This design comes from an exercise in tuning for small area, a short achievable clock period and few clock cycles on the open sky130 flow, not from production work.
Only simulation tests tie the RTL to the original design; equivalence was not proved.
Power is estimated from default activity; no workload was simulated.

==> flow/design.v <==
module l1ado_core (
    input  wire        clk,
    input  wire        rst,         
    input  wire        ld_we,
    input  wire [7:0]  ld_addr,
    input  wire [7:0]  ld_data,
    input  wire [7:0]  mem_raddr,
    output wire [7:0]  mem_rdata,
    input  wire        start,
    input  wire [7:0]  start_pc,
    input  wire        cap_en,
    input  wire [15:0] cap,
    output reg         busy,
    output reg         done,
    output reg  [1:0]  reason,      
    output wire [7:0]  pc,
    output wire [7:0]  acc,
    output wire [15:0] icount,
    output wire        in_req,
    input  wire        in_valid,
    input  wire [7:0]  in_data,
    output wire        out_valid,
    output wire [7:0]  out_data
);
    localparam [1:0] R_HALTED = 2'd1, R_CAPPED = 2'd2, R_FAULT = 2'd3;
    reg [2047:0] mem;
    function [7:0] alu;
        input [1:0] m;
        input [7:0] x, y;
        case (m)
            2'd0: alu = x + y;
            2'd1: alu = x - y;
            default: alu = ~(x & y);
        endcase
    endfunction
    function is_op;
        input [7:0] o;
        case (o)
            8'h00, 8'h10, 8'h11, 8'h12, 8'h20, 8'h21, 8'h22,
            8'h40, 8'h41, 8'h48, 8'h49, 8'h60, 8'h61, 8'h62,
            8'hC0, 8'hC1, 8'hC8, 8'hC9, 8'hE0, 8'hE1, 8'hE2: is_op = 1'b1;
            default: is_op = 1'b0;
        endcase
    endfunction
    reg [7:0]  a_r;
    reg [15:0] icnt, capm1;
    reg        cap_en_r, cap0_r;
    reg        ov_r, end_r;
    reg [7:0]  od_r;
    reg [7:0]  fa_r;
    reg        iv_r;           
    reg [7:0]  op_r, k_r;
    reg        ind2_r;         
    reg        hit_r;          
    reg        pt_v;
    reg [7:0]  pt_tag, pt_val;
    wire e_imm  = ~op_r[6] & ~op_r[4];                   
    wire e_jmp  = op_r[4];                               
    wire e_ind  = op_r[7];
    wire e_st   = op_r[3];                               
    wire e_in   = op_r[3] & op_r[0];                     
    wire e_out  = op_r[6] & ~op_r[5] & ~op_r[3] & op_r[0];   
    wire e_wa   = ~op_r[4] & ~op_r[3] & ~(op_r[6] & ~op_r[5] & op_r[0]);  
    wire e_ok   = is_op(op_r);
    wire e_cond = (op_r[1:0] == 2'd0) | (op_r[0] & a_r[7]) | (op_r[1] & (a_r == 8'd0));
    wire e_tk   = e_jmp & e_cond;
    wire e_first = e_ind & ~ind2_r & ~hit_r;             
    wire e_wait  = e_in & ~in_valid & ~e_first;
    wire e_act   = busy & iv_r & ~cap0_r & e_ok;
    wire e_fin   = e_act & ~e_first & ~e_wait;           
    reg  [1023:0] mem_e, mem_o;
    integer bi;
    always @(*)
        for (bi = 0; bi < 128; bi = bi + 1) begin
            mem_e[bi*8 +: 8] = mem[(2*bi)*8 +: 8];
            mem_o[bi*8 +: 8] = mem[(2*bi+1)*8 +: 8];
        end
    wire       f_rd = iv_r & e_tk;                  
    wire [7:0] fa_c = ~busy ? start_pc : f_rd ? k_r : fa_r;
    wire [6:0] fe_c = fa_c[7:1] + {6'd0, fa_c[0]};  
    wire [7:0] b_e, b_o;
    l1ado_rd128 u_rde (.d(mem_e), .a(fe_c),      .y(b_e));
    l1ado_rd128 u_rdo (.d(mem_o), .a(fa_c[7:1]), .y(b_o));
    wire [7:0] op_f = fa_c[0] ? b_o : b_e;
    wire [7:0] k_f  = fa_c[0] ? b_e : b_o;
    wire [7:0] ea   = hit_r ? pt_val : k_r;          
    wire [7:0] pa   = ~busy ? mem_raddr : ea;
    wire [7:0] mc;
    l1ado_rd256 u_rdc (.d(mem), .a(pa), .y(mc));
    wire [7:0] src   = e_imm ? k_r : mc;
    wire [7:0] a_new = op_r[5] ? alu(op_r[1:0], a_r, src) : src;
    wire [7:0] npc   = e_tk ? k_r : fa_r;
    wire       cap_last = cap_en_r & (icnt == capm1);
    wire       stop_h = e_fin & (npc == 8'd0);
    wire       stop_c = e_fin & ~stop_h & cap_last;
    wire       stop_f = busy & iv_r & ~cap0_r & ~e_ok;
    wire       stop   = stop_h | stop_c | stop_f | (busy & cap0_r);
    wire [7:0] w_addr = ~busy ? ld_addr : ea;
    wire [7:0] w_data = ~busy ? ld_data : (e_in ? in_data : a_r);
    wire       w_ex   = e_act & e_st & ~e_first & ~e_wait;
    wire       w_en   = (~busy & ld_we) | w_ex;
    wire       f_hit  = w_ex & ((ea == fa_r) | (ea == fa_r + 8'd1));
    wire       adv    = busy & ~end_r & ~stop & ~f_hit & (~iv_r | e_fin);
    integer wi;
    always @(posedge clk) begin
        for (wi = 0; wi < 256; wi = wi + 1)
            if (w_en && w_addr == wi) mem[wi*8 +: 8] <= w_data;
    end
    always @(posedge clk) begin
        ov_r <= 1'b0;
        if (rst) begin
            busy  <= 1'b0;
            done  <= 1'b0;
            end_r <= 1'b0;
        end else if (!busy) begin
            if (start) begin
                busy     <= 1'b1;
                done     <= 1'b0;
                end_r    <= 1'b0;
                iv_r     <= 1'b1;
                op_r     <= op_f;
                k_r      <= k_f;
                hit_r    <= 1'b0;
                pt_v     <= 1'b0;
                fa_r     <= fa_c + 8'd2;
                ind2_r   <= 1'b0;
                a_r      <= 8'd0;
                icnt     <= 16'd0;
                capm1    <= cap - 16'd1;
                cap_en_r <= cap_en;
                cap0_r   <= cap_en & (cap == 16'd0);
            end
        end else if (end_r) begin
            busy <= 1'b0;
            done <= 1'b1;
        end else begin
            if (e_act) begin
                if (e_wa & ~e_first) a_r <= a_new;
                if (e_out & ~e_first) begin
                    ov_r <= 1'b1;
                    od_r <= mc;
                end
                if (e_first) begin
                    ind2_r <= 1'b1;
                    k_r    <= mc;
                    pt_v   <= 1'b1;
                    pt_tag <= k_r;
                    pt_val <= mc;
                end
            end
            if (e_fin) begin
                icnt   <= icnt + 16'd1;
                ind2_r <= 1'b0;
                iv_r   <= 1'b0;
            end
            if (w_ex && w_addr == pt_tag) pt_val <= w_data;
            if (adv) begin
                iv_r   <= 1'b1;
                op_r   <= op_f;
                k_r    <= k_f;
                hit_r  <= pt_v & (k_f == pt_tag) & op_f[7];
                fa_r   <= fa_c + 8'd2;
            end
            if (stop) begin
                if (stop_h) reason <= R_HALTED;
                else if (stop_f) reason <= R_FAULT;
                else reason <= R_CAPPED;
                if (stop_f) fa_r <= fa_r - 8'd1;
                else if (cap0_r) fa_r <= fa_r - 8'd2;
                else fa_r <= npc;
                if (e_out & ~e_first & e_fin) begin
                    end_r <= 1'b1;
                end else begin
                    busy <= 1'b0;
                    done <= 1'b1;
                end
            end
        end
    end
    assign mem_rdata = mc;
    assign pc        = fa_r;
    assign acc       = a_r;
    assign icount    = icnt;
    assign in_req    = ~end_r & e_act & e_in & ~e_first;
    assign out_valid = ov_r;
    assign out_data  = od_r;
endmodule
module l1ado_rd128 (
    input  wire [1023:0] d,
    input  wire [6:0]    a,
    output wire [7:0]    y
);
    wire [511:0] l1;
    wire [127:0] l2;
    wire [31:0]  l3;
    genvar i;
    generate
        for (i = 0; i < 64; i = i + 1) begin : g1
            assign l1[i*8 +: 8] = a[0] ? d[(2*i+1)*8 +: 8] : d[(2*i)*8 +: 8];
        end
        for (i = 0; i < 16; i = i + 1) begin : g2
            assign l2[i*8 +: 8] = l1[(4*i + a[2:1])*8 +: 8];
        end
        for (i = 0; i < 4; i = i + 1) begin : g3
            assign l3[i*8 +: 8] = l2[(4*i + a[4:3])*8 +: 8];
        end
    endgenerate
    assign y = l3[a[6:5]*8 +: 8];
endmodule
module l1ado_rd256 (
    input  wire [2047:0] d,
    input  wire [7:0]    a,
    output wire [7:0]    y
);
    wire [511:0] l1;
    wire [127:0] l2;
    wire [31:0]  l3;
    genvar i;
    generate
        for (i = 0; i < 64; i = i + 1) begin : g1
            assign l1[i*8 +: 8] = d[(4*i + a[1:0])*8 +: 8];
        end
        for (i = 0; i < 16; i = i + 1) begin : g2
            assign l2[i*8 +: 8] = l1[(4*i + a[3:2])*8 +: 8];
        end
        for (i = 0; i < 4; i = i + 1) begin : g3
            assign l3[i*8 +: 8] = l2[(4*i + a[5:4])*8 +: 8];
        end
    endgenerate
    assign y = l3[a[7:6]*8 +: 8];
endmodule
clock: 10.0 ns
lec_check: 0
cap_margin: 20
core_margin: 2
core_utilization: 40
cts_cluster_diameter: 60
cts_cluster_size: 40
setup_slack_margin: 3
slew_margin: 20
synth_hierarchical: 1
run.sh (not shown) runs the stock make flow with config.mk's settings and CLKGATE_MAP_FILE= SYNTH_SCRIPT=/design/flow/synth_recipe.tcl, a recipe that flattens the netlist after the stock synthesis.
Testbench counts at the start, summed over its fixed seeds: cycles 29,382.
Change:
--- a/flow/design.v
+++ b/flow/design.v
@@ -44,10 +44,8 @@
     endfunction
     reg [7:0]  a_r;
     reg [15:0] icnt, capm1;
     reg        cap_en_r, cap0_r;
-    reg        ov_r, end_r;
-    reg [7:0]  od_r;
     reg [7:0]  fa_r;
     reg        iv_r;           
     reg [7:0]  op_r, k_r;
     reg        ind2_r;         
@@ -99,25 +97,22 @@
     wire [7:0] w_data = ~busy ? ld_data : (e_in ? in_data : a_r);
     wire       w_ex   = e_act & e_st & ~e_first & ~e_wait;
     wire       w_en   = (~busy & ld_we) | w_ex;
     wire       f_hit  = w_ex & ((ea == fa_r) | (ea == fa_r + 8'd1));
-    wire       adv    = busy & ~end_r & ~stop & ~f_hit & (~iv_r | e_fin);
+    wire       adv    = busy & ~stop & ~f_hit & (~iv_r | e_fin);
     integer wi;
     always @(posedge clk) begin
         for (wi = 0; wi < 256; wi = wi + 1)
             if (w_en && w_addr == wi) mem[wi*8 +: 8] <= w_data;
     end
     always @(posedge clk) begin
-        ov_r <= 1'b0;
         if (rst) begin
             busy  <= 1'b0;
             done  <= 1'b0;
-            end_r <= 1'b0;
         end else if (!busy) begin
             if (start) begin
                 busy     <= 1'b1;
                 done     <= 1'b0;
-                end_r    <= 1'b0;
                 iv_r     <= 1'b1;
                 op_r     <= op_f;
                 k_r      <= k_f;
                 hit_r    <= 1'b0;
@@ -129,18 +124,11 @@
                 capm1    <= cap - 16'd1;
                 cap_en_r <= cap_en;
                 cap0_r   <= cap_en & (cap == 16'd0);
             end
-        end else if (end_r) begin
-            busy <= 1'b0;
-            done <= 1'b1;
         end else begin
             if (e_act) begin
                 if (e_wa & ~e_first) a_r <= a_new;
-                if (e_out & ~e_first) begin
-                    ov_r <= 1'b1;
-                    od_r <= mc;
-                end
                 if (e_first) begin
                     ind2_r <= 1'b1;
                     k_r    <= mc;
                     pt_v   <= 1'b1;
@@ -167,24 +155,20 @@
                 else reason <= R_CAPPED;
                 if (stop_f) fa_r <= fa_r - 8'd1;
                 else if (cap0_r) fa_r <= fa_r - 8'd2;
                 else fa_r <= npc;
-                if (e_out & ~e_first & e_fin) begin
-                    end_r <= 1'b1;
-                end else begin
-                    busy <= 1'b0;
-                    done <= 1'b1;
-                end
+                busy <= 1'b0;
+                done <= 1'b1;
             end
         end
     end
     assign mem_rdata = mc;
     assign pc        = fa_r;
     assign acc       = a_r;
     assign icount    = icnt;
-    assign in_req    = ~end_r & e_act & e_in & ~e_first;
-    assign out_valid = ov_r;
-    assign out_data  = od_r;
+    assign in_req    = e_act & e_in & ~e_first;
+    assign out_valid = e_act & e_out & ~e_first;
+    assign out_data  = mc;
 endmodule
 module l1ado_rd128 (
     input  wire [1023:0] d,
     input  wire [6:0]    a,
The changed run completed without violations.
Count of clock-buffer cells in the layout went up by 2.
Cell area hardly moves.
Die area went down by 0.48%.
Via count went down by 0.80%.
Clock power went down by 3.3%.
Maximum frequency went up by 0.68%.
Global-route usage went up by 0.45 points.
Final cell count went down by 0.70%.
Testbench counts after the change, summed over its fixed seeds: cycles 29,377.

---

job 101:
Starts from the design.v that is shown in full above.
clock: 10.0 ns
lec_check: 0
cap_margin: 20
core_margin: 2
core_utilization: 40
cts_cluster_diameter: 60
cts_cluster_size: 40
setup_slack_margin: 3
slew_margin: 20
synth_hierarchical: 1
standard.sh (not shown) runs the stock make flow with config.mk's settings and CLKGATE_MAP_FILE= SYNTH_SCRIPT=/design/flow/synth_recipe.tcl, a recipe that flattens the netlist after the stock synthesis.
==> flow/flow/run.sh <==
#!/bin/bash
# The standard layout, with clock tree synthesis told not to add dummy
# loads to balance the tree. Everything else is the standard flow.
set -euo pipefail
export CTS_ARGS="-sink_clustering_enable -repair_clock_nets -sink_clustering_size 40 -sink_clustering_max_diameter 60 -dont_use_dummy_load"
bash standard.sh > standard.log 2>&1
Testbench counts of job 101, summed over its fixed seeds: cycles 29,382.
> inputs changed (job 101 -> job 102)
--- a/flow/design.v
+++ b/flow/design.v
@@ -43,11 +43,13 @@
         endcase
     endfunction
     reg [7:0]  a_r;
+    reg        az_r;           
     reg [15:0] icnt, capm1;
     reg        cap_en_r, cap0_r;
     reg        ov_r, end_r;
     reg [7:0]  od_r;
     reg [7:0]  fa_r;
+    reg [6:0]  fe_r;           
     reg        iv_r;           
     reg [7:0]  op_r, k_r;
     reg        ind2_r;         
@@ -62,7 +64,7 @@
     wire e_out  = op_r[6] & ~op_r[5] & ~op_r[3] & op_r[0];   
     wire e_wa   = ~op_r[4] & ~op_r[3] & ~(op_r[6] & ~op_r[5] & op_r[0]);  
     wire e_ok   = is_op(op_r);
-    wire e_cond = (op_r[1:0] == 2'd0) | (op_r[0] & a_r[7]) | (op_r[1] & (a_r == 8'd0));
+    wire e_cond = (op_r[1:0] == 2'd0) | (op_r[0] & a_r[7]) | (op_r[1] & az_r);
     wire e_tk   = e_jmp & e_cond;
     wire e_first = e_ind & ~ind2_r & ~hit_r;             
     wire e_wait  = e_in & ~in_valid & ~e_first;
@@ -77,7 +79,8 @@
         end
     wire       f_rd = iv_r & e_tk;                  
     wire [7:0] fa_c = ~busy ? start_pc : f_rd ? k_r : fa_r;
-    wire [6:0] fe_c = fa_c[7:1] + {6'd0, fa_c[0]};  
+    wire [6:0] fe_c = ~busy ? start_pc[7:1] + {6'd0, start_pc[0]} :   
+                      f_rd  ? k_r[7:1] + {6'd0, k_r[0]} : fe_r;
     wire [7:0] b_e, b_o;
     l1ado_rd128 u_rde (.d(mem_e), .a(fe_c),      .y(b_e));
     l1ado_rd128 u_rdo (.d(mem_o), .a(fa_c[7:1]), .y(b_o));
@@ -89,6 +92,13 @@
     l1ado_rd256 u_rdc (.d(mem), .a(pa), .y(mc));
     wire [7:0] src   = e_imm ? k_r : mc;
     wire [7:0] a_new = op_r[5] ? alu(op_r[1:0], a_r, src) : src;
+    wire [7:0] axs   = a_r ^ src;
+    wire [7:0] aos   = a_r | src;
+    wire       z_add = (axs == {aos[6:0], 1'b0});
+    wire       z_new = ~op_r[5]           ? (src == 8'd0) :
+                       (op_r[1:0] == 2'd0) ? z_add :
+                       (op_r[1:0] == 2'd1) ? (a_r == src) :
+                                             ((a_r & src) == 8'hFF);
     wire [7:0] npc   = e_tk ? k_r : fa_r;
     wire       cap_last = cap_en_r & (icnt == capm1);
     wire       stop_h = e_fin & (npc == 8'd0);
@@ -123,8 +133,10 @@
                 hit_r    <= 1'b0;
                 pt_v     <= 1'b0;
                 fa_r     <= fa_c + 8'd2;
+                fe_r     <= fe_c + 7'd1;
                 ind2_r   <= 1'b0;
                 a_r      <= 8'd0;
+                az_r     <= 1'b1;
                 icnt     <= 16'd0;
                 capm1    <= cap - 16'd1;
                 cap_en_r <= cap_en;
@@ -135,7 +147,10 @@
             done <= 1'b1;
         end else begin
             if (e_act) begin
-                if (e_wa & ~e_first) a_r <= a_new;
+                if (e_wa & ~e_first) begin
+                    a_r  <= a_new;
+                    az_r <= z_new;
+                end
                 if (e_out & ~e_first) begin
                     ov_r <= 1'b1;
                     od_r <= mc;
@@ -160,6 +175,7 @@
                 k_r    <= k_f;
                 hit_r  <= pt_v & (k_f == pt_tag) & op_f[7];
                 fa_r   <= fa_c + 8'd2;
+                fe_r   <= fe_c + 7'd1;
             end
             if (stop) begin
                 if (stop_h) reason <= R_HALTED;
==> results.txt <==
- Compared job 101 against job 102; share of the clock period used by the worst path after layout within noise.
- Job 102 vs. job 101: routed wire length went down by 0.53%.
- Compared job 101 against job 102; number of vias in the routed layout within noise.
- In the tables for job 102 and job 101, number of combinational gates with multiple inputs reads lower with job 101.
- Delta (job 102 minus job 101): area after synthesis now sits higher; number of instances in the synthesized netlist now sits higher; register share of the cell area now sits higher.
Testbench counts of job 102, summed over its fixed seeds: cycles 29,382.

-- re-timing with driven ports --
In the flow no input, the clock included, has a driving cell. The finished layouts below were timed again as built, in two steps.
Step 1, drivers: a clkbuf_16 drives clk and a buf_2 each remaining input, both assumed.
Step 2 times the ports against the registers' clock, not the clock port: input delays grow and output delays shrink by t, the midpoint of the rising clock arrivals with the driver on.
Three values: ideal, step 1, step 2; two values: the first two.
run	t, ns	setup WS [ns]	slew at the worst register clock pin (ns)	pins driven straight from the clock port
the first run of note 1	0.941	2.850 / 2.823 / 2.290	0.11 / 0.11	1
the second run of note 1	0.958	2.898 / 2.844 / 2.186	0.10 / 0.10	1
job 101	0.907	2.928 / 2.859 / 2.304	0.11 / 0.11	1
job 102	0.927	2.933 / 2.888 / 2.401	0.11 / 0.11	1
After both steps every run listed still meets setup and hold. The setup slack of the second run of note 1, which loses most, moves by -0.054 ns with the drivers and by -0.712 ns with both steps.
